Background: an optimization exercise with open tools, aiming at small area, a short achievable clock period and few clock cycles. Do not read the settings as production practice. In this exercise RTL edits were held to simulation tests only and were not proved equivalent to the original. Power figures rest on the tool's default switching activity, not on a simulated workload.

`flow/constraint.sdc`:
```
create_clock -name core_clock -period 9.5 [get_ports {clk}]
set_input_delay 1.9000 -clock core_clock [delete_from_list [all_inputs] [get_ports {clk}]]
set_output_delay 1.9000 -clock core_clock [all_outputs]
set_load 0.01 [all_outputs]
```
`flow/config.mk`:
```
export PLATFORM = sky130hd
export DESIGN_NAME = lcd_draw
export DESIGN_NICKNAME = lcd_draw
export VERILOG_FILES = /design/flow/design.v
export SDC_FILE = /design/flow/constraint.sdc
export NUM_CORES = 4
export LEC_CHECK = 0
export CAP_MARGIN = 20
export CORE_MARGIN = 2
export CORE_UTILIZATION = 40
export CTS_BUF_LIST = sky130_fd_sc_hd__clkbuf_4 sky130_fd_sc_hd__clkbuf_8
export SLEW_MARGIN = 20
export TNS_END_PERCENT = 10
```
`flow/design.v`:
```
module lcd_draw (
    input  wire        clk,
    input  wire        rst,           
    input  wire        cmd_valid,
    output wire        cmd_ready,
    input  wire [7:0]  cmd_op,
    input  wire [31:0] cmd_arg0,
    input  wire [31:0] cmd_arg1,
    input  wire [15:0] cmd_color,
    output wire        out_valid,
    input  wire        out_ready,
    output wire [7:0]  out_data,
    output wire        out_dc,
    output wire        out_last,
    output wire        idle
);
    localparam [3:0] K_NONE = 4'h0, K_WIN = 4'h2, K_ROT = 4'h3, K_FILL = 4'h4,
                     K_FRECT = 4'h5, K_PIX = 4'h6, K_HL = 4'h7, K_VL = 4'h8,
                     K_RECT = 4'h9, K_LINE = 4'hA;
    localparam [3:0] G_IDLE = 4'd0,
                     G_D1 = 4'd1, G_D2 = 4'd2, G_D3 = 4'd3, G_D4 = 4'd4,    
                     G_RUN = 4'd5,                                        
                     G_S1 = 4'd6, G_S2 = 4'd7, G_S3 = 4'd8, G_S4 = 4'd9,  
                     G_S5 = 4'd10, G_S6 = 4'd11, G_S7 = 4'd12, G_S8 = 4'd13,
                     G_WALK = 4'd14, G_S5B = 4'd15;
    localparam [1:0] M_WIN = 2'd0, M_DATA = 2'd1, M_ROT = 2'd2;
    reg  [3:0]  g;
    reg         k_win, k_rot, k_fill, k_frect, k_hl, k_vl, k_rect, k_line;
    reg         cmp;
    reg         ps_xb, ps_yb, ps_k, ps_kh, qs_xa, qs_ya, qs_k, qs_dy, a_inv, a_cin, a_walk;
    reg  [1:0]  rstep;
    reg         swapped;
    reg  signed [15:0] XA, YA;
    reg  signed [16:0] XB, YB, K, DY;
    reg  [15:0] col;
    reg  [8:0]  xs;                       
    reg         xs_ok;                    
    reg         rph, okr;                 
    reg         steep, sxn, syn;
    reg         em_busy;
    reg  [3:0]  bidx;
    reg         in_data, phase;
    reg  [8:0]  wx0, wx1, wy0, wy1;
    wire [8:0] scr_w = swapped ? 9'd320 : 9'd240;
    wire [8:0] scr_h = swapped ? 9'd240 : 9'd320;
    wire [10:0] vXA = {XA[15], XA[15:9] == 7'd0, XA[8:0]};
    wire [10:0] vYA = {YA[15], YA[15:9] == 7'd0, YA[8:0]};
    wire [10:0] vXB = {XB[16], XB[16:9] == 8'd0, XB[8:0]};
    wire [10:0] vYB = {YB[16], YB[16:9] == 8'd0, YB[8:0]};
    wire [10:0] vXS = {2'b01, xs};
    localparam [10:0] V0 = 11'b01_000000000, VBIG = 11'b00_000000000;
    reg  [10:0] cxa, cxb, cya, cyb;
    reg         clx, cly;
    always @(*) begin
        cxa = vXA; cxb = vXA; cya = vYA; cyb = vYA;
        clx = 1'b0; cly = 1'b0;
        if (k_win) begin
            cxb = vYA; cya = vXB; cyb = vYB;
        end else if (k_fill) begin
            cxa = V0; cxb = VBIG; cya = V0; cyb = VBIG; clx = 1'b1; cly = 1'b1;
        end else if (k_frect) begin
            cxb = vXB; cyb = vYB;
        end else if (k_hl) begin
            cxb = vXB; clx = 1'b1;
        end else if (k_vl) begin
            cyb = vYB; cly = 1'b1;
        end else if (k_rect) begin
            case (rstep)
                2'd0: begin cxb = vXB; clx = 1'b1; end
                2'd1: begin cyb = vYB; cly = 1'b1; end
                2'd2: begin cxb = vXB; cya = vYB; cyb = vYB; clx = 1'b1; end
                default: begin cxa = vXB; cxb = vXB; cyb = vYB; cly = 1'b1; end
            endcase
        end else if (k_line) begin
            if (steep) begin
                cxa = vYA; cxb = vYA; cya = vXS; cyb = vXA;
            end else begin
                cxa = vXS;
            end
        end
    end
    function [9:0] chk;    
        input [10:0] a, b;
        input [8:0]  ext;
        input        clamp;
        reg a_in, b_over, b_ge;
        begin
            a_in   = !a[10] && a[9] && (a[8:0] < ext);
            b_over = !b[10] && (!b[9] || (b[8:0] >= ext));
            b_ge   = !b[10] && (!b[9] || (b[8:0] >= a[8:0]));
            chk[9]   = a_in && b_ge && (clamp || !b_over);
            chk[8:0] = b_over ? ext - 9'd1 : b[8:0];
        end
    endfunction
    wire [9:0] chx = chk(cxa, cxb, scr_w, clx);
    wire [9:0] chy = chk(cya, cyb, scr_h, cly);
    wire cand_ok = chx[9] & chy[9];
    reg  [7:0] rot_m;
    always @(*) begin
        case (XA[2:0])
            3'd0: rot_m = 8'h08;
            3'd1: rot_m = 8'h68;
            3'd2: rot_m = 8'hC8;
            3'd3: rot_m = 8'hA8;
            3'd4: rot_m = 8'h48;
            3'd5: rot_m = 8'h28;
            3'd6: rot_m = 8'h88;
            default: rot_m = 8'hE8;
        endcase
    end
    wire x_end = (wx0 == wx1);
    wire y_end = (wy0 == wy1);
    wire em_last = k_rot ? bidx[0] :
                   in_data ? (phase & x_end & y_end) :
                   k_win && (bidx == 4'd10);
    reg        ov, sv;
    reg [9:0]  ob, sb;            
    wire       e_go = em_busy & !sv;
    assign out_valid = ov;
    assign out_data  = ob[7:0];
    assign out_dc    = ob[8];
    assign out_last  = ob[9];
    wire em_finish = e_go & em_last;
    wire em_free = !em_busy | em_finish;
    reg  [7:0] e_data;    
    reg        e_dc, e_last;
    always @(*) begin
                e_data  = 8'h00;
        e_dc    = 1'b1;
        e_last  = 1'b0;
        if (k_rot) begin
            if (!bidx[0]) begin
                e_data = 8'h36;
                e_dc   = 1'b0;
            end else begin
                e_data = rot_m;
                e_last = 1'b1;
            end
        end else if (in_data) begin
            e_data = phase ? col[7:0] : col[15:8];
            e_last = phase & x_end & y_end;
        end else begin
            case (bidx)
                4'd0:  begin e_data = 8'h2A; e_dc = 1'b0; end
                4'd1:  e_data = {7'd0, wx0[8]};
                4'd2:  e_data = wx0[7:0];
                4'd3:  e_data = {7'd0, wx1[8]};
                4'd4:  begin e_data = wx1[7:0]; e_last = 1'b1; end
                4'd5:  begin e_data = 8'h2B; e_dc = 1'b0; end
                4'd6:  e_data = {7'd0, wy0[8]};
                4'd7:  e_data = wy0[7:0];
                4'd8:  e_data = {7'd0, wy1[8]};
                4'd9:  begin e_data = wy1[7:0]; e_last = 1'b1; end
                default: begin e_data = 8'h2C; e_dc = 1'b0; e_last = 1'b1; end
            endcase
        end
    end
    wire fneg = YB[16];
    wire [16:0] p = ({17{ps_xb}} & XB) | ({17{ps_yb | a_walk}} & YB) |
                    ({17{ps_k}} & K) | ({17{ps_kh}} & {1'b0, K[16:1]});
    wire [16:0] q = ({17{qs_xa}} & {XA[15], XA}) | ({17{qs_ya}} & {YA[15], YA}) |
                    ({17{qs_k | (a_walk & fneg)}} & K) | ({17{qs_dy | (a_walk & !fneg)}} & DY);
    wire        inv = a_inv | (a_walk & !fneg);
    wire        cin = a_cin | (a_walk & !fneg);
    wire [16:0] s = p + (q ^ {17{inv}}) + {16'd0, cin};
    wire [8:0] ext_maj = steep ? scr_h : scr_w;
    wire [8:0] ext_min = steep ? scr_w : scr_h;
    wire x_last  = ({XA[15], XA} == XB);
    wire x_clip  = !XA[15] && ((XA[15:9] != 7'd0) || (XA[8:0] >= ext_maj - 9'd1));
    wire ypos    = !(sxn ^ syn);
    wire y_gone  = ypos ? (!YA[15] && ((YA[15:9] != 7'd0) || (YA[8:0] >= ext_min)))
                        : YA[15];
    wire [16:0] XA1 = {XA[15], XA} + 17'd1;
    wire walk_flush = fneg | x_last | x_clip;
    wire y_ok    = !YA[15] && (YA[15:9] == 7'd0) && (YA[8:0] < ext_min);
    wire accept = cmd_valid & cmd_ready;
    assign cmd_ready = (g == G_IDLE) & !em_busy;
    assign idle      = (g == G_IDLE) & !em_busy & !ov & !sv;
    reg offer;           
    always @(*) begin
        offer = 1'b0;
        if (g == G_RUN)
            offer = rph & okr;
        else if (g == G_WALK)
            offer = walk_flush & xs_ok & y_ok;
    end
    wire take = offer & em_free;
    wire adv  = !offer | em_free;      
    reg [3:0] gn;
    always @(*) begin
        gn = g;
        case (g)
        G_IDLE: if (accept && cmd_op[7:4] == 4'd0)
                    case (cmd_op[3:0])
                        K_ROT, K_WIN, K_PIX, K_FILL: gn = G_RUN;
                        K_FRECT, K_HL, K_VL, K_RECT: gn = G_D1;
                        K_LINE: gn = G_S1;
                        default: ;
                    endcase
        G_D1: gn = G_D2;
        G_D2: gn = (k_hl || k_vl) ? G_RUN : G_D3;
        G_D3: gn = G_D4;
        G_D4: gn = G_RUN;
        G_RUN: if (rph && adv && (!k_rect || rstep == 2'd3)) gn = G_IDLE;
        G_S1: gn = G_S2;
        G_S2: gn = G_S3;
        G_S3: gn = G_S4;
        G_S4: gn = G_S5;
        G_S5: gn = G_S5B;
        G_S5B: gn = cmp ? G_S1 : G_S6;
        G_S6: gn = G_S7;
        G_S7: gn = G_S8;
        G_S8: gn = G_WALK;
        default: begin    
            if (y_gone)
                gn = G_IDLE;
            else if (walk_flush && adv && (x_last || x_clip))
                gn = G_IDLE;
        end
        endcase
    end
    wire vl_n = k_vl;
    wire s1_again = (g == G_S5B) & cmp;
    wire d2_d3    = (g == G_D2) & !k_hl & !k_vl;
    wire a_cin_n  = idle_line | s1_again | (g == G_S1) | (g == G_S2) | (g == G_S3) |
                    (g == G_S4) | (g == G_S6) | (g == G_S7);
    wire idle_line = (g == G_IDLE) & cmd_op[3] & cmd_op[1];
    wire idle_rect = (g == G_IDLE) & !(cmd_op[3] & cmd_op[1]);
    always @(posedge clk) begin
        begin
            g <= gn;
            ps_xb  <= (g == G_IDLE) | ((g == G_D1) & !k_vl) | s1_again;
            ps_yb  <= ((g == G_D1) & k_vl) | d2_d3 | (g == G_D3) | (g == G_S1);
            ps_k   <= (g == G_S4) | (g == G_S7);
            ps_kh  <= (g == G_S6);
            qs_xa  <= idle_line | ((g == G_D1) & !k_vl) | s1_again;
            qs_ya  <= ((g == G_D1) & k_vl) | (g == G_D3) | (g == G_S1);
            qs_k   <= (g == G_S2);
            qs_dy  <= (g == G_S3) | (g == G_S4) | (g == G_S6) | (g == G_S7);
            a_inv  <= idle_rect | d2_d3 | a_cin_n;
            a_cin  <= a_cin_n;
            a_walk <= (g == G_S8) | (g == G_WALK);
            if (!ov || out_ready) begin
                if (sv) begin
                    ob <= sb;
                    ov <= 1'b1;
                    sv <= 1'b0;
                end else begin
                    ob <= {e_last, e_dc, e_data};
                    ov <= em_busy;
                end
            end else if (e_go) begin
                sb <= {e_last, e_dc, e_data};
                sv <= 1'b1;
            end
            if (em_free) begin
                em_busy <= offer;
                bidx    <= 4'd0;
                in_data <= 1'b0;
                phase   <= 1'b0;
                wx0     <= cxa[8:0];
                wx1     <= chx[8:0];
                wy0     <= cya[8:0];
                wy1     <= chy[8:0];
            end else if (e_go) begin
                if (em_finish)
                    em_busy <= 1'b0;
                if (in_data) begin
                    phase <= !phase;
                    if (phase) begin
                        if (x_end) begin
                            wy0 <= wy0 + 9'd1;
                            if (k_frect || k_fill)
                                wx0 <= cxa[8:0];
                        end else
                            wx0 <= wx0 + 9'd1;
                    end
                end else begin
                    bidx <= bidx + 4'd1;
                    if (bidx == 4'd10)
                        in_data <= 1'b1;
                end
            end
            case (g)
            G_IDLE: begin
                rstep <= 2'd0;
                rph   <= 1'b0;
                if (cmd_ready) begin
                    XA   <= cmd_arg0[15:0];
                    YA   <= cmd_arg0[31:16];
                    XB   <= {cmd_arg1[15], cmd_arg1[15:0]};
                    YB   <= {cmd_arg1[31], cmd_arg1[31:16]};
                    col  <= cmd_color;
                end
                if (accept) begin
                    k_win   <= (cmd_op == 8'h02);
                    k_rot   <= (cmd_op == 8'h03);
                    k_fill  <= (cmd_op == 8'h04);
                    k_frect <= (cmd_op == 8'h05);
                    k_hl    <= (cmd_op == 8'h07);
                    k_vl    <= (cmd_op == 8'h08);
                    k_rect  <= (cmd_op == 8'h09);
                    k_line  <= (cmd_op == 8'h0A);
                    steep <= 1'b0;
                    if (cmd_op == 8'h03)
                        swapped <= cmd_arg0[0];
                end
            end
            G_D1: begin
                if (k_vl) YB <= s; else XB <= s;
            end
            G_D2: begin
                if (k_vl) YB <= s; else XB <= s;
            end
            G_D3: begin
                YB <= s;
            end
            G_D4: begin
                YB <= s;
            end
            G_RUN: begin
                rph <= !rph | !adv;
                okr <= k_rot | cand_ok;
                if (rph && adv) begin
                    rstep <= rstep + 2'd1;
                end
            end
            G_S1: begin
                K <= s;
            end
            G_S2: begin
                DY <= s;
            end
            G_S3: begin
                sxn <= K[16];
                if (K[16]) K <= s;
            end
            G_S4: begin
                syn <= DY[16];
                if (DY[16]) DY <= s;
            end
            G_S5: begin
                cmp <= s[16];
            end
            G_S5B: begin
                if (cmp) begin
                    steep <= 1'b1;
                    XA <= YA;  YA <= XA;
                    XB <= YB;  YB <= XB;
                end
            end
            G_S6: begin
                if (sxn) begin
                    XA <= XB[15:0];  YA <= YB[15:0];
                    XB <= {XA[15], XA};
                end
            end
            G_S7: begin
                YB  <= s;
                xs  <= XA[8:0];
                xs_ok <= !XA[15] && (XA[15:9] == 7'd0) && (XA[8:0] < ext_maj);
            end
            G_S8: begin
                K <= s;
            end
            G_WALK: begin
                if (y_gone) begin
                end else if (walk_flush) begin
                    if (adv) begin
                        YB  <= s;
                        XA  <= XA1[15:0];
                        xs  <= XA1[8:0];
                        xs_ok <= (XA1[16:9] == 8'd0) && (XA1[8:0] < ext_maj);
                        if (fneg)
                            YA <= ypos ? YA + 16'sd1 : YA - 16'sd1;
                    end
                end else begin
                    YB <= s;
                    XA <= XA1[15:0];
                end
            end
            default: ;
            endcase
        end
        if (rst) begin
            g       <= G_IDLE;
            ov      <= 1'b0;
            sv      <= 1'b0;
            swapped <= 1'b0;
            em_busy <= 1'b0;
        end
    end
endmodule
```
`flow/standard.sh`:
```
#!/bin/bash
# synth_recipe.tcl (not shown) runs the flow's synth.tcl, then flattens the netlist and writes it again
# the make line also repeats each setting of config.mk as NAME=value (left out here)
make -C /OpenROAD-flow-scripts/flow DESIGN_CONFIG=/design/flow/config.mk WORK_HOME=/design/flow/orfs CLKGATE_MAP_FILE= SYNTH_SCRIPT=/design/flow/synth_recipe.tcl "${@:-finish}"
```
`flow/flow/run.sh`:
```
#!/bin/bash
set -euo pipefail
bash standard.sh SETUP_SLACK_MARGIN=5.8 "BUFFER_PORTS_ARGS=-buffer_cell sky130_fd_sc_hd__buf_1" finish > standard_flow.log 2>&1
```
==> results of run 1 <==
==> Yosys cell counts (13+ instances only) <==
| cell type | n | share of area (%) |
|---|---|---|
| xnor2_1 | 58 | 3.1 |
| inv_1 | 63 | 1.4 |
| xor2_1 | 58 | 3.1 |
| nor2_1 | 169 | 3.9 |
| mux2_2 | 20 | 1.4 |
| nor2b_1 | 20 | 0.76 |
| nand4_1 | 15 | 0.57 |
| mux2i_1 | 17 | 1.0 |
| nor4_1 | 15 | 0.57 |
| a222oi_1 | 54 | 3.3 |
| nand3_1 | 35 | 1.1 |
| a211oi_1 | 14 | 0.64 |
| dfxtp_1 | 25 | 3.1 |
| buf_1 | 13 | 0.30 |
| and3_1 | 15 | 0.57 |
| ha_1 | 80 | 6.1 |
| nand2_1 | 189 | 4.3 |
| a21oi_1 | 102 | 3.1 |
| clkbuf_1 | 116 | 2.7 |
| a22oi_1 | 54 | 2.5 |
| a31oi_1 | 17 | 0.65 |
| nor3_1 | 37 | 1.1 |
| o31ai_1 | 15 | 0.69 |
| edfxtp_1 | 198 | 36 |
| o22ai_1 | 14 | 0.53 |
| or2_2 | 14 | 0.53 |
| o21ai_0 | 128 | 3.9 |
| a221oi_1 | 22 | 1.2 |
| a22o_1 | 14 | 0.75 |
| nand2b_1 | 27 | 1.0 |
| or3_1 | 15 | 0.57 |
==> what timing repair did <==
action,4_1_cts,5_1_grt
pin swaps,13,33
resized for setup,50,47
cloned,0,1
endpoints found under the setup margin,95,72
setup buffers,28,22
==> kinds of logic (layout without fill, tap and decap cells) <==
kind of cell / Yosys count / in the layout / share of synthesized area, %
adders and majority gates: 84 / 84 / 6.53
xor gates and xnor gates: 117 / 117 / 6.29
AOI/OAI and AO/OA: 556 / 557 / 24.0
and+or+nand+nor: 582 / 582 / 16.5
buffers and inverters: 207 / 331 / 5.00
muxes: 37 / 37 / 2.41
DFF: 223 / 223 / 39.3
==> stage by stage <==
step / power, mW / cell area [sq um] / worst slack (ps)
2_1_floorplan: 2.48 / 16400 / 5800
3_3_place_gp: 2.95 / 17200 / 4790
3_5_place_dp: 2.97 / 17200 / 4710
4_1_cts: 4.11 / 18500 / 5660
5_1_grt: 4.47 / 18900 / 5550
6_report: 4.27 / 18900 / 5710
==> path summary, 6_finish.rpt <==
path                  from         to  cells past startpoint
hold reg to reg     DY[16]        syn                      0
setup reg to reg  rstep[0]        okr                     14
setup / recovery      g[1]  cmd_ready                      5
hold / removal      DY[16]        syn                      0
==> worst register-to-register path: cells and delay by family, from the launching register on <==
family	cells	cell delay (ps)
fa+ha+maj	2	440
flops	1	400
compound gates	7	1540
simple gates	5	1130
==> layout make-up <==
| class | count | area, sq um | area share (%) |
|---|---|---|---|
| sequential | 223 | 6450 | 34.2 |
| clock inverter | 18 | 154 | 0.816 |
| multi-input combinational | 1377 | 9540 | 50.6 |
| inverter | 64 | 246 | 1.31 |
| timing repair buffer | 187 | 1050 | 5.56 |
| tap | 532 | 666 | 3.53 |
| clock buffer | 62 | 753 | 3.99 |
==> flip-flops by register name, indices dropped and copies added (netlist names), 9 cells and up <==
name,cells
wx0,9
DY,17
YB,17
XB,17
YA,16
ob,10
wx1,9
wy1,9
XA,16
xs,9
wy0,9
K,17
col,16
sb,10
==> power groups by stage <==
| stage | Combinational (mW) | Clock, mW | Sequential [mW] |
|---|---|---|---|
| after global placement | 1.36 | 0 | 1.59 |
| final | 1.66 | 1.03 | 1.58 |
| after floorplan | 1.08 | 0 | 1.40 |
| after global routing | 1.81 | 1.07 | 1.59 |
| after CTS | 1.52 | 1.03 | 1.56 |
| after detailed placement | 1.38 | 0 | 1.59 |
==> metal layers <==
metal	vias up	GRT usage [%]
met2	875	46.8
met4	0	11.6
met3	174	4.84
met5	-	0
li1	6983	-
met1	7535	37.9
==> results.cfg, run 1 <==
[yosys]
synth_edf_count = 198
synth-main-ff-cell = edfxtp_1
synth.avg_cell_area_sq_um = 9.08
yosys_warnings = 1
yosys.cell_types.count = 87
synth.ff_latch_count = 223
synth.net_count = 1981
syn_area_sq_um = 16400
synthCells = 1806
seq_area_frac_synth_pct = 39.3
synthArstFlopShare_pct = 0

[pwr]
pwr-share-seq_pct = 37.0
switching_share_pct = 39.9
peakVddDrop_mv = 0.210
switching_power_mw = 1.71
leakage_nw = 6.97
intPower_mw = 2.57
power_frac_comb_pct = 39.0
power_density_nw_per_um2 = 226
p_clk_share_pct = 24.0

[worst_hold_path]
min_path_type = flop to flop

[timing]
slew_viol_final = 0
slew-limit-headroom_pct = 25.4
fmax_mhz = 264
finClkSkew_ps = 28.1
setup_tns_ps = 0
fin_crit_ps = 3790
rsz0062_at_grt = yes
hold_viol_final = 0
whs_ps = 561
worst_pin_slew_ps = 1110
period_share_pct = 39.9
setup_viol = 0

[global_route]
grt.overflow.total = 0
grt_pass1_vias = 15000
grt_max_degree = 69
track_usage_pct = 28.7
antenna_found_initial = 0
grt_first_pass_wirelength_microns = 92100

[cts]
clockBufferDepth = 3
insertion_delay_ps = 640
clock_sinks = 223
cts_root_buffer = clkbuf_8
clk_pin_slew_ps = 60
holdBufCountCts = 0
h-tree-depth = 2
cts_buffers = 43
cts_tree = built

[final_layout]
utilization_pct = 46.4
layout_common_cells = edfxtp_1 (198), nand2_1 (187), nor2_1 (163)
layout.nets = 2071
layout_commonest_cell = edfxtp_1
drive_above_1_share_pct = 14.9
syn_to_final_growth_pct = 15.0
fillCellCount = 3879
fin_cells = 2463
antenna_cells = 0

[floorplanning]
pin_count = 105
dieHeight_microns = 206
dieWidth_microns = 206
rows = 74
fp.dieArea_sq_um = 42600
fp.coreArea_sq_um = 40600
initial_core_util_pct = 40.3

[place]
place.port_buffers = 104
dp_hpwl_microns = 43400
placedCellCount = 2332
gp_congestion = 0.976

[setup_path]
path_max_fanout = 24
cpLargestDelayFamily = flip-flops
critPathLaunchType = flop
worst_path_largest_cell_delay_ps = 450
end_kind = output pin
cpMaxStageDelayCell = dfxtp_2
required_ps = 7600
setup.worst_path.class = flop to output pin
r2r_slack_ps = 5740
crit_chain = nor2_2 > nand2_2 > nor2_1 > buf_6 > buf_1
critical_path_buf_inv_count = 2
cp.arrival_ps = 1890

[route]
first_pass_iters = 12
met3_length_microns = 5710
routed_wl_microns = 62000
wl_met2_microns = 29300
drc = 0
drt-initial-drc-count = 2302
wire_per_inst_microns = 25.2
wl_met1_microns = 24600
dr.max_layer_used = met4
vias_per_cell = 6.32
via_count = 15600
ant_nets = 0

[run]
cap_violations = 0

[run_status]
outcome = complete, no violations
Testbench counts, summed over its fixed seeds: cycles 480,437.
==> run 2, diff against run 1 <==
--- a/flow/config.mk
+++ b/flow/config.mk
@@ -8,6 +8,5 @@
 export CAP_MARGIN = 20
 export CORE_MARGIN = 2
 export CORE_UTILIZATION = 40
-export CTS_BUF_LIST = sky130_fd_sc_hd__clkbuf_4 sky130_fd_sc_hd__clkbuf_8
 export SLEW_MARGIN = 20
 export TNS_END_PERCENT = 10
==> run 2 against run 1 <==
  * Still clean on timing, DRC and antenna
  * Cell count decreased by 1.1%
  * Die area unchanged
  * Global-route usage decreased by 0.22 points
  * Count of clock-buffer cells in the layout decreased by 31
  * Power about the same
  * Sequential power about the same
  * Via count increased by 0.12%
  * Critical endpoint is now wx1[7]
  * Largest cell class unchanged
==> results.cfg, run 2 <==
[setup_path]
r2r_slack_ps = 5700
critPathLaunchType = flop
required_ps = 9810
end_kind = flop
cp.arrival_ps = 4110
setup.worst_path.class = flop to flop
r2r-start = k_hl
rr_worst_depth = 12
worstReg2RegEnd = wx1[7]
path_max_fanout = 11

[yosys]
ys_top_cells_by_area = edfxtp_1 (36%), ha_1 (6.1%), nand2_1 (4.3%), o21ai_0 (3.9%), nor2_1 (3.9%)
synthCells = 1806
yosysMostFrequentCell = edfxtp_1
synth_top_family_by_area = compound AO/OA/AOI/OAI gates
synthMuxAreaShare_pct = 2.41
synth_area_leader_cell = edfxtp_1
seq_area_frac_synth_pct = 39.3
yosys.cell_types.count = 87
synth-main-ff-cell = edfxtp_1
synth_edf_count = 198
yosys_warnings = 1
synth.net_count = 1981
synth_top_cell_area_share_pct = 36.3
synth_compound_gate_area_share_pct = 24.0
synthTopCellsByCount = edfxtp_1 (198), nand2_1 (189), nor2_1 (169)
synth-xor-area-share_pct = 6.29
synth.avg_cell_area_sq_um = 9.08
yosys.area_share.simple_pct = 16.5
synthArstFlopShare_pct = 0
synth.ff_latch_count = 223
yosys.area_share.adder_pct = 6.53
syn_area_sq_um = 16400

[global_route]
met2_usage_pct = 46.1
grt_first_pass_wirelength_microns = 91800
met1_usage_pct = 37.6
grt_pass1_vias = 14900
grt_use_met3_pct = 4.90
grt_busiest_layer = met2
grt.overflow.total = 0
antenna_found_initial = 0
track_usage_pct = 28.5
grt_max_degree = 69

[final_layout]
layout.nets = 2059
multi_input_area_sq_um = 9540
layout_common_cells = edfxtp_1 (198), nand2_1 (187), nor2_1 (166)
final_area_sq_um = 18900
utilization_pct = 46.4
fillCellCount = 3872
layout_commonest_cell = edfxtp_1
syn_to_final_growth_pct = 15.1
seqCellArea_sq_um = 6450
fin_cells = 2436
drive_above_1_share_pct = 13.2
antenna_cells = 0

[route]
wire_per_inst_microns = 25.4
drc = 0
routed_wl_microns = 61800
vias_per_cell = 6.40
via_count = 15600
ant_nets = 0
first_pass_iters = 12
drt-initial-drc-count = 2127

[worst_hold_path]
min_path_type = flop to flop
whs_path_depth = 1
whs_endpoint = ob[4]
hp-start = sb[4]

[timing]
worst_pin_slew_ps = 1130
fmax_mhz = 263
fin_crit_ps = 3800
finClkSkew_ps = 14.4
slew-limit-headroom_pct = 23.8
whs_ps = 563
setup_viol = 0
period_share_pct = 40.0
hold_viol_final = 0
layout_setup_ws_ps = 5700
slew_viol_final = 0
setup_tns_ps = 0
rsz0062_at_grt = yes

[pwr]
switching_share_pct = 39.2
peakVddDrop_mv = 0.215
pwr-share-seq_pct = 37.0
power_frac_comb_pct = 38.1
leakage_nw = 6.94
p_clk_share_pct = 24.9
intPower_mw = 2.60
power_density_nw_per_um2 = 227
switching_power_mw = 1.68
power.total_mw = 4.28

[floorplanning]
dieHeight_microns = 206
fp.coreArea_sq_um = 40600
dieWidth_microns = 206
fp.dieArea_sq_um = 42600
pin_count = 105
rows = 74
initial_core_util_pct = 40.3

[place]
dp_hpwl_microns = 43400
placedCellCount = 2332
place_area_sq_um = 17200
pre_cts_slack_ps = 4710
gp_congestion = 0.976
place.port_buffers = 104

[cts]
clockBufferDepth = 3
insertion_delay_ps = 570
clk_pin_slew_ps = 60
clock_sinks = 223
cts_buffers = 27
cts_root_buffer = clkbuf_16
cts_tree = built
h-tree-depth = 1
holdBufCountCts = 0

[run]
cap_violations = 0

[run_status]
outcome = complete, no violations
run 2: critical path: stages, from the launching register on:
cell,delay (ps)
edfxtp_1,510
or3_4,480
buf_12,170
o31ai_4,300
buf_4,190
a22o_1,220
inv_1,80
ha_1,280
nand3_1,70
o31ai_1,270
nand4_1,170
a21oi_2,370
mux2_2,410
run 2: routing by layer:
metal / vias to the layer above / wire (microns)
met2: 873 / 28900
met4: 0 / 2680
met1: 7574 / 24800
li1: 6957 / -
met3: 182 / 5500
met5: - / 0
run 2: power groups by stage:
stage / Clock (mW) / Combinational [mW] / Sequential [mW]
CTS: 1.08 / 1.52 / 1.56
global route: 1.12 / 1.77 / 1.59
floorplan: 0 / 1.08 / 1.40
finish: 1.07 / 1.63 / 1.58
detailed placement: 0 / 1.38 / 1.59
global placement: 0 / 1.36 / 1.59
run 2: worst max-delay path by stage:
stage                   from  endpoint  slack, ps
floorplan             YB[16]    YB[16]       5800
global placement      YB[16]    YB[16]       4790
detailed placement    YB[16]    XB[16]       4710
CTS                 rstep[0]       okr       5700
global route        rstep[0]       okr       5500
finish                  k_hl    wx1[7]       5700
run 2: logic make-up after synthesis:
family          count (synthesis)
compound gates                556
fa+ha+maj                      84
mux                            37
buf+inv                       207
xor+xnor                      117
simple gates                  582
flops                         223
run 2: layout make-up:
class / count / area share, %
clock inverter: 18 / 1.07
tap: 532 / 3.53
clock buffer: 31 / 3.66
inverter: 64 / 1.31
timing repair buffer: 191 / 5.71
multi-input combinational: 1377 / 50.6
sequential: 223 / 34.2
run 2: timing repair:
action,CTS,global route
resized for setup,52,43
setup endpoints to repair,92,72
setup buffers,28,25
hold endpoints to repair,0,0
cloned,0,2
pin swaps,17,42
==> run 3, diff against run 2 <==
==> flow/flow/run.sh (replaced) <==
#!/bin/bash
set -euo pipefail
bash standard.sh SETUP_SLACK_MARGIN=6.0 "BUFFER_PORTS_ARGS=-buffer_cell sky130_fd_sc_hd__buf_1" finish > standard_flow.log 2>&1
--- a/flow/config.mk
+++ b/flow/config.mk
@@ -7,6 +7,5 @@
 export LEC_CHECK = 0
 export CAP_MARGIN = 20
 export CORE_MARGIN = 2
-export CORE_UTILIZATION = 40
+export CORE_UTILIZATION = 50
 export SLEW_MARGIN = 20
-export TNS_END_PERCENT = 10
==> run 3 against run 2 <==
  * Still clean on timing, DRC and antenna
  * Count of clock-buffer cells in the layout is 4 higher
  * Register-to-register slack worse by 20 ps
  * Cell count decreased by 0.78%
  * Core utilization increased by 15 points
  * Power increased by 6.3%
  * Largest cell class unchanged
  * Highest routed layer unchanged
==> results.cfg, run 3 <==
[route]
routed_wl_microns = 65800
via_count = 16000
ant_nets = 0
vias_per_cell = 6.64
wire_per_inst_microns = 27.2
drt-initial-drc-count = 1806
first_pass_iters = 8
drc = 0

[final_layout]
final_area_sq_um = 19900
drive_above_1_share_pct = 19.5
layout_commonest_cell = edfxtp_1
layout_common_cells = edfxtp_1 (198), nand2_1 (184), nor2_1 (157)
layout.nets = 2130
multi_input_area_sq_um = 10000
fin_cells = 2417
antenna_cells = 0
fillCellCount = 2874
seqCellArea_sq_um = 6460
syn_to_final_growth_pct = 21.3

[yosys]
synth.ff_latch_count = 223
synthMuxAreaShare_pct = 2.41
yosys.cell_types.count = 87
synthCells = 1806
synth-xor-area-share_pct = 6.29
synth_top_cell_area_share_pct = 36.3
ys_top_cells_by_area = edfxtp_1 (36%), ha_1 (6.1%), nand2_1 (4.3%), o21ai_0 (3.9%), nor2_1 (3.9%)
syn_area_sq_um = 16400
yosys.area_share.adder_pct = 6.53
yosys.area_share.simple_pct = 16.5
yosys_warnings = 1
seq_area_frac_synth_pct = 39.3
synth-main-ff-cell = edfxtp_1
synth_edf_count = 198
synthArstFlopShare_pct = 0
synth.net_count = 1981
synth.avg_cell_area_sq_um = 9.08
synthTopCellsByCount = edfxtp_1 (198), nand2_1 (189), nor2_1 (169)
synth_area_leader_cell = edfxtp_1
synth_compound_gate_area_share_pct = 24.0
synth_top_family_by_area = compound AO/OA/AOI/OAI gates
yosysMostFrequentCell = edfxtp_1

[run_status]
outcome = complete, no violations

[setup_path]
setup.worst_path.class = flop to flop
end_kind = flop
worstReg2RegEnd = okr
required_ps = 9800
startpoint = k_win
path_max_fanout = 30
critPathLaunchType = flop
cp.arrival_ps = 4120
r2r-start = k_win
rr_worst_depth = 11
r2r_slack_ps = 5680

[timing]
finClkSkew_ps = 22.5
rsz0062_at_grt = yes
fmax_mhz = 261
period_share_pct = 40.3
setup_viol = 0
worst_pin_slew_ps = 1240
slew-limit-headroom_pct = 17.1
whs_ps = 545
fin_crit_ps = 3820
hold_viol_final = 0
setup_tns_ps = 0
slew_viol_final = 0

[place]
dp_hpwl_microns = 45500
gp_congestion = 0.986
place.port_buffers = 104
placedCellCount = 2250
place_area_sq_um = 17100

[pwr]
leakage_nw = 7.46
power_density_nw_per_um2 = 229
peakVddDrop_mv = 0.240
power.total_mw = 4.55

[floorplanning]
fp.dieArea_sq_um = 34300
fp.coreArea_sq_um = 32500
dieHeight_microns = 185
initial_core_util_pct = 50.5
rows = 66
dieWidth_microns = 185
pin_count = 105

[global_route]
grt_max_degree = 48
grt_pass1_vias = 15200
track_usage_pct = 37.8
grt.overflow.total = 0
met2_usage_pct = 61.7
grt_first_pass_wirelength_microns = 96200
met1_usage_pct = 46.2
antenna_found_initial = 0
grt_busiest_layer = met2
grt_use_met3_pct = 4.95

[cts]
clock_sinks = 223
h-tree-depth = 1
cts_tree = built
cts_root_buffer = clkbuf_16
insertion_delay_ps = 550
cts_buffers = 26
clk_pin_slew_ps = 60
clockBufferDepth = 3

[worst_hold_path]
hp-start = sb[9]
whs_endpoint = ob[9]
whs_path_depth = 1
min_path_type = flop to flop

[run]
cap_violations = 0
run 3: changes by cell type in the layout (fill, tap and decap cells not counted), sizes merged:
| cell | previous run | this run |
|---|---|---|
| nand2 | 189 | 190 |
| bufinv | 4 | 1 |
| bufbuf | 0 | 2 |
| o21ai | 136 | 135 |
| buf | 191 | 261 |
| clkbuf | 31 | 35 |
| inv | 65 | 63 |
run 3: cell type report:
cell class                      instances  area share [%]
Clock buffer                           35            3.75
Timing Repair Buffer                  263            8.82
Tap cell                              442            2.78
Inverter                               64            1.27
Sequential cell                       223            32.5
Multi-Input combinational cell       1377            50.4
Clock inverter                         13           0.465
run 3: layer usage:
| metal | share of wire, % | up-vias | routed length, microns |
|---|---|---|---|
| li1 | - | 7115 | - |
| met1 | 37 | 7699 | 24100 |
| met2 | 46 | 955 | 30400 |
| met3 | 8.5 | 275 | 5620 |
| met4 | 8.7 | 0 | 5730 |
| met5 | 0 | - | 0 |
run 3: cells by family (layout without fill, tap and decap cells):
kind of cell	count (synthesis)	after routing
and+or+nand+nor	582	583
AOI/OAI and AO/OA	556	556
DFF	223	223
buffers and inverters	207	375
xor gates and xnor gates	117	117
adders and majority gates	84	84
muxes	37	37
run 3: critical path, cell delays in order (launching register included):
cell	delay, ps
edfxtp_1	370
buf_4	260
or2_2	500
nor2_1	660
a311o_1	330
a21oi_1	170
ha_1	280
a2111oi_2	350
nor2_1	110
nor4b_2	230
nor3_1	70
a41o_1	230
run 3: repair_timing:
action                     4_1_cts  5_1_grt
gates cloned                     2        2
setup buffers                   72       43
gates resized for setup         98      112
pin swaps                       45       75
hold buffers                     0        0
setup endpoints to repair      129      117
run 3: how the worst max path moves through the flow:
stage | end | slack [ps]
floorplan | XB[16] | 5930
global placement | wy1[5] | 4930
detailed placement | wy1[5] | 5010
CTS | XB[16] | 5810
global route | okr | 5530
finish | okr | 5680
run 3: report_power, final:
group / total [mW] / switching, mW / internal (mW)
Combinational: 1.99 / 1.11 / 0.881
Sequential: 1.56 / 0.265 / 1.29
Clock: 0.999 / 0.423 / 0.575
Total: 4.55 / 1.80 / 2.75
run 3: per-stage QoR:
step | util, % | setup slack (ps)
after global routing | 61.3 | 5530
after detailed placement | 52.8 | 5010
after floorplan | - | 5930
after CTS | 58.5 | 5810
final | 61.3 | 5680
after global placement | 52.8 | 4930
==> run 4, diff against run 3 <==
--- a/flow/config.mk
+++ b/flow/config.mk
@@ -7,5 +7,7 @@
 export LEC_CHECK = 0
 export CAP_MARGIN = 20
 export CORE_MARGIN = 2
-export CORE_UTILIZATION = 50
+export CORE_UTILIZATION = 40
+export CTS_BUF_LIST = sky130_fd_sc_hd__clkbuf_4 sky130_fd_sc_hd__clkbuf_8
 export SLEW_MARGIN = 20
+export TNS_END_PERCENT = 10
==> run 4 against run 3 <==
  * Design area fell by 3.3%
  * Critical path depth up 3
  * Area after synthesis is the same
  * Sequential share of layout area grew 1.1 points
  * First-iteration DRC count grew 18%
  * Critical endpoint unchanged
  * Largest power group unchanged
==> results.cfg, run 4 <==
[yosys]
synthArstFlopShare_pct = 0
synth-main-ff-cell = edfxtp_1
synthTopCellsByCount = edfxtp_1 (198), nand2_1 (189), nor2_1 (169)
synth.net_count = 1981
syn_area_sq_um = 16400
yosysMostFrequentCell = edfxtp_1
yosys_warnings = 1
synth_area_leader_cell = edfxtp_1
synth_edf_count = 198
seq_area_frac_synth_pct = 39.3
synth_top_cell_area_share_pct = 36.3
synthCells = 1806
synth.ff_latch_count = 223
ys_top_cells_by_area = edfxtp_1 (36%), ha_1 (6.1%), nand2_1 (4.3%), o21ai_0 (3.9%), nor2_1 (3.9%)
yosys.cell_types.count = 87
synth.avg_cell_area_sq_um = 9.08

[pwr]
peakVddDrop_mv = 0.234
leakage_nw = 7.17
power_frac_comb_pct = 39.9
switching_share_pct = 39.8
power_density_nw_per_um2 = 227
p_clk_share_pct = 23.8
switching_power_mw = 1.74
pwr-share-seq_pct = 36.2
intPower_mw = 2.63

[floorplanning]
fp.coreArea_sq_um = 40600
dieHeight_microns = 206
rows = 74
dieWidth_microns = 206
pin_count = 105
fp.dieArea_sq_um = 42600
initial_core_util_pct = 40.3

[global_route]
antenna_found_initial = 0
grt_first_pass_wirelength_microns = 93500
track_usage_pct = 29.1
grt.overflow.total = 0
grt_pass1_vias = 15100
grt_max_degree = 68

[setup_path]
rr_worst_depth = 14
path_max_fanout = 6
setup.worst_path.class = flop to flop
end_kind = flop
worstReg2RegEnd = okr
cp.arrival_ps = 4140
required_ps = 9850
r2r_slack_ps = 5710
r2r-start = rstep[0]
critPathLaunchType = flop

[cts]
cts_buffers = 42
holdBufCountCts = 0
clockBufferDepth = 3
clk_pin_slew_ps = 60
h-tree-depth = 2
clock_sinks = 223
cts_tree = built
insertion_delay_ps = 640
cts_root_buffer = clkbuf_8

[final_layout]
antenna_cells = 0
multi_input_area_sq_um = 9660
layout_commonest_cell = edfxtp_1
layout.nets = 2101
drive_above_1_share_pct = 16.6
seqCellArea_sq_um = 6460
syn_to_final_growth_pct = 17.3
utilization_pct = 47.3
fillCellCount = 3842
layout_common_cells = edfxtp_1 (198), nand2_1 (187), nor2_1 (163)

[place]
gp_congestion = 0.981
place.port_buffers = 104
dp_hpwl_microns = 43400

[route]
first_pass_iters = 7
vias_per_cell = 6.35
drc = 0
drt-initial-drc-count = 2134
routed_wl_microns = 63200
ant_nets = 0
wire_per_inst_microns = 25.4
via_count = 15800

[timing]
worst_pin_slew_ps = 1210
rsz0062_at_grt = yes
slew-limit-headroom_pct = 18.9
hold_viol_final = 0
fin_crit_ps = 3790
slew_viol_final = 0
finClkSkew_ps = 51.5
fmax_mhz = 264
setup_viol = 0
setup_tns_ps = 0
period_share_pct = 39.8

[run_status]
outcome = complete, no violations

[worst_hold_path]
whs_path_depth = 0
min_path_type = flop to flop
hp-start = DY[16]
whs_endpoint = syn

[run]
cap_violations = 0
[run 4: cell counts after synthesis]
Identical to the previous run, type by type.
[run 4: how the worst max path moves through the flow]
stage	startpoint	endpoint	slack, ps	depth (start not counted)
finish	rstep[0]	okr	5710	14
detailed placement	YB[16]	K[16]	4860	13
CTS	rstep[0]	okr	5790	14
global placement	YB[16]	XB[16]	4990	13
global route	rstep[0]	okr	5570	14
floorplan	YB[16]	XB[16]	5930	15
[run 4: critical path: stages, from the launching register on]
cell	delay, ps
edfxtp_1	490
ha_4	220
or3b_4	410
and2_4	200
o211ai_1	240
a22o_1	210
ha_1	270
a21o_1	200
a31oi_2	160
o21ai_1	110
a2111oi_2	350
nor2_1	100
nor4b_2	230
nor3_1	90
a41o_1	240
[run 4: per-stage QoR]
stage	power (mW)	setup WS, ps	cells	hold WS, ps	instance area [sq um]
2_1_floorplan	2.48	5930	1806	475	16400
4_1_cts	4.21	5790	2457	548	18700
3_5_place_dp	2.98	4860	2329	534	17100
3_3_place_gp	2.96	4990	2329	536	17100
6_report	4.36	5710	2490	556	19200
5_1_grt	4.57	5570	2490	565	19200
[run 4: area by class of cell]
type	instances	share of cell area, %
clock buffers	64	4.09
clock inverters	12	0.598
inverters	64	1.27
multi-input cells	1378	50.2
flip-flops and latches	223	33.6
well taps	532	3.46
repair buffers	217	6.81
[run 4: layer usage]
metal  up-vias  routed length, microns  track usage, %
met4         0                    3520            13.8
li1       7044                       -               -
met2       969                   28300            45.9
met1      7560                   25300            38.2
met5         -                       0               0
met3       227                    6110            5.98
[run 4: logic make-up after synthesis]
group	Yosys count	synth area share, %
AOI/OAI and AO/OA	556	24.0
xor gates and xnor gates	117	6.29
adders and majority gates	84	6.53
buffers and inverters	207	5.00
DFF	223	39.3
muxes	37	2.41
and+or+nand+nor	582	16.5
[run 4: timing repair]
action / in CTS / in global routing
cloned: 1 / 3
buffers inserted: 51 / 30
pin swaps: 33 / 47
gates resized for setup: 68 / 54
endpoints found under the setup margin: 138 / 124
[run 4: power groups by stage]
stage               clock network, mW  registers [mW]  logic (mW)
floorplan                           0            1.40        1.08
global placement                    0            1.61        1.35
detailed placement                  0            1.61        1.37
CTS                              1.05            1.57        1.59
global route                     1.08            1.59        1.90
finish                           1.04            1.58        1.74

port drivers added, routing unchanged:
The results above use ideal ports. As a check the final layouts listed here were re-extracted and re-timed, cells and wires unchanged.
Step 1: set_driving_cell puts a clkbuf_16 on clk and a buf_2 on each other input, an assumption about the parent block.
Step 2 adds t to the input delays and takes it off the output delays; t is the mean of the earliest and latest rising clock arrival at the registers after step 1. Input paths then give back, and output paths get back, about the clock's delay inside the block.
Three values: no drivers, after step 1, after step 2; two values: the first two.
run | shift t [ns] | slack for setup (ns) | slew at the worst register clock pin (ns) | worst data-port slew with drivers (ns) | cell pins on the clock port's net
run 1 | 0.676 | 5.708 / 5.653 / 5.736 | 0.07 / 0.07 | 0.05 | 1
run 2 | 0.623 | 5.698 / 5.645 / 5.698 | 0.06 / 0.06 | 0.05 | 1
run 3 | 0.594 | 5.676 / 5.676 / 5.676 | 0.07 / 0.07 | 0.04 | 1
run 4 | 0.667 | 5.714 / 5.714 / 5.714 | 0.07 / 0.07 | 0.05 | 1
After both steps every run listed still meets setup and hold.
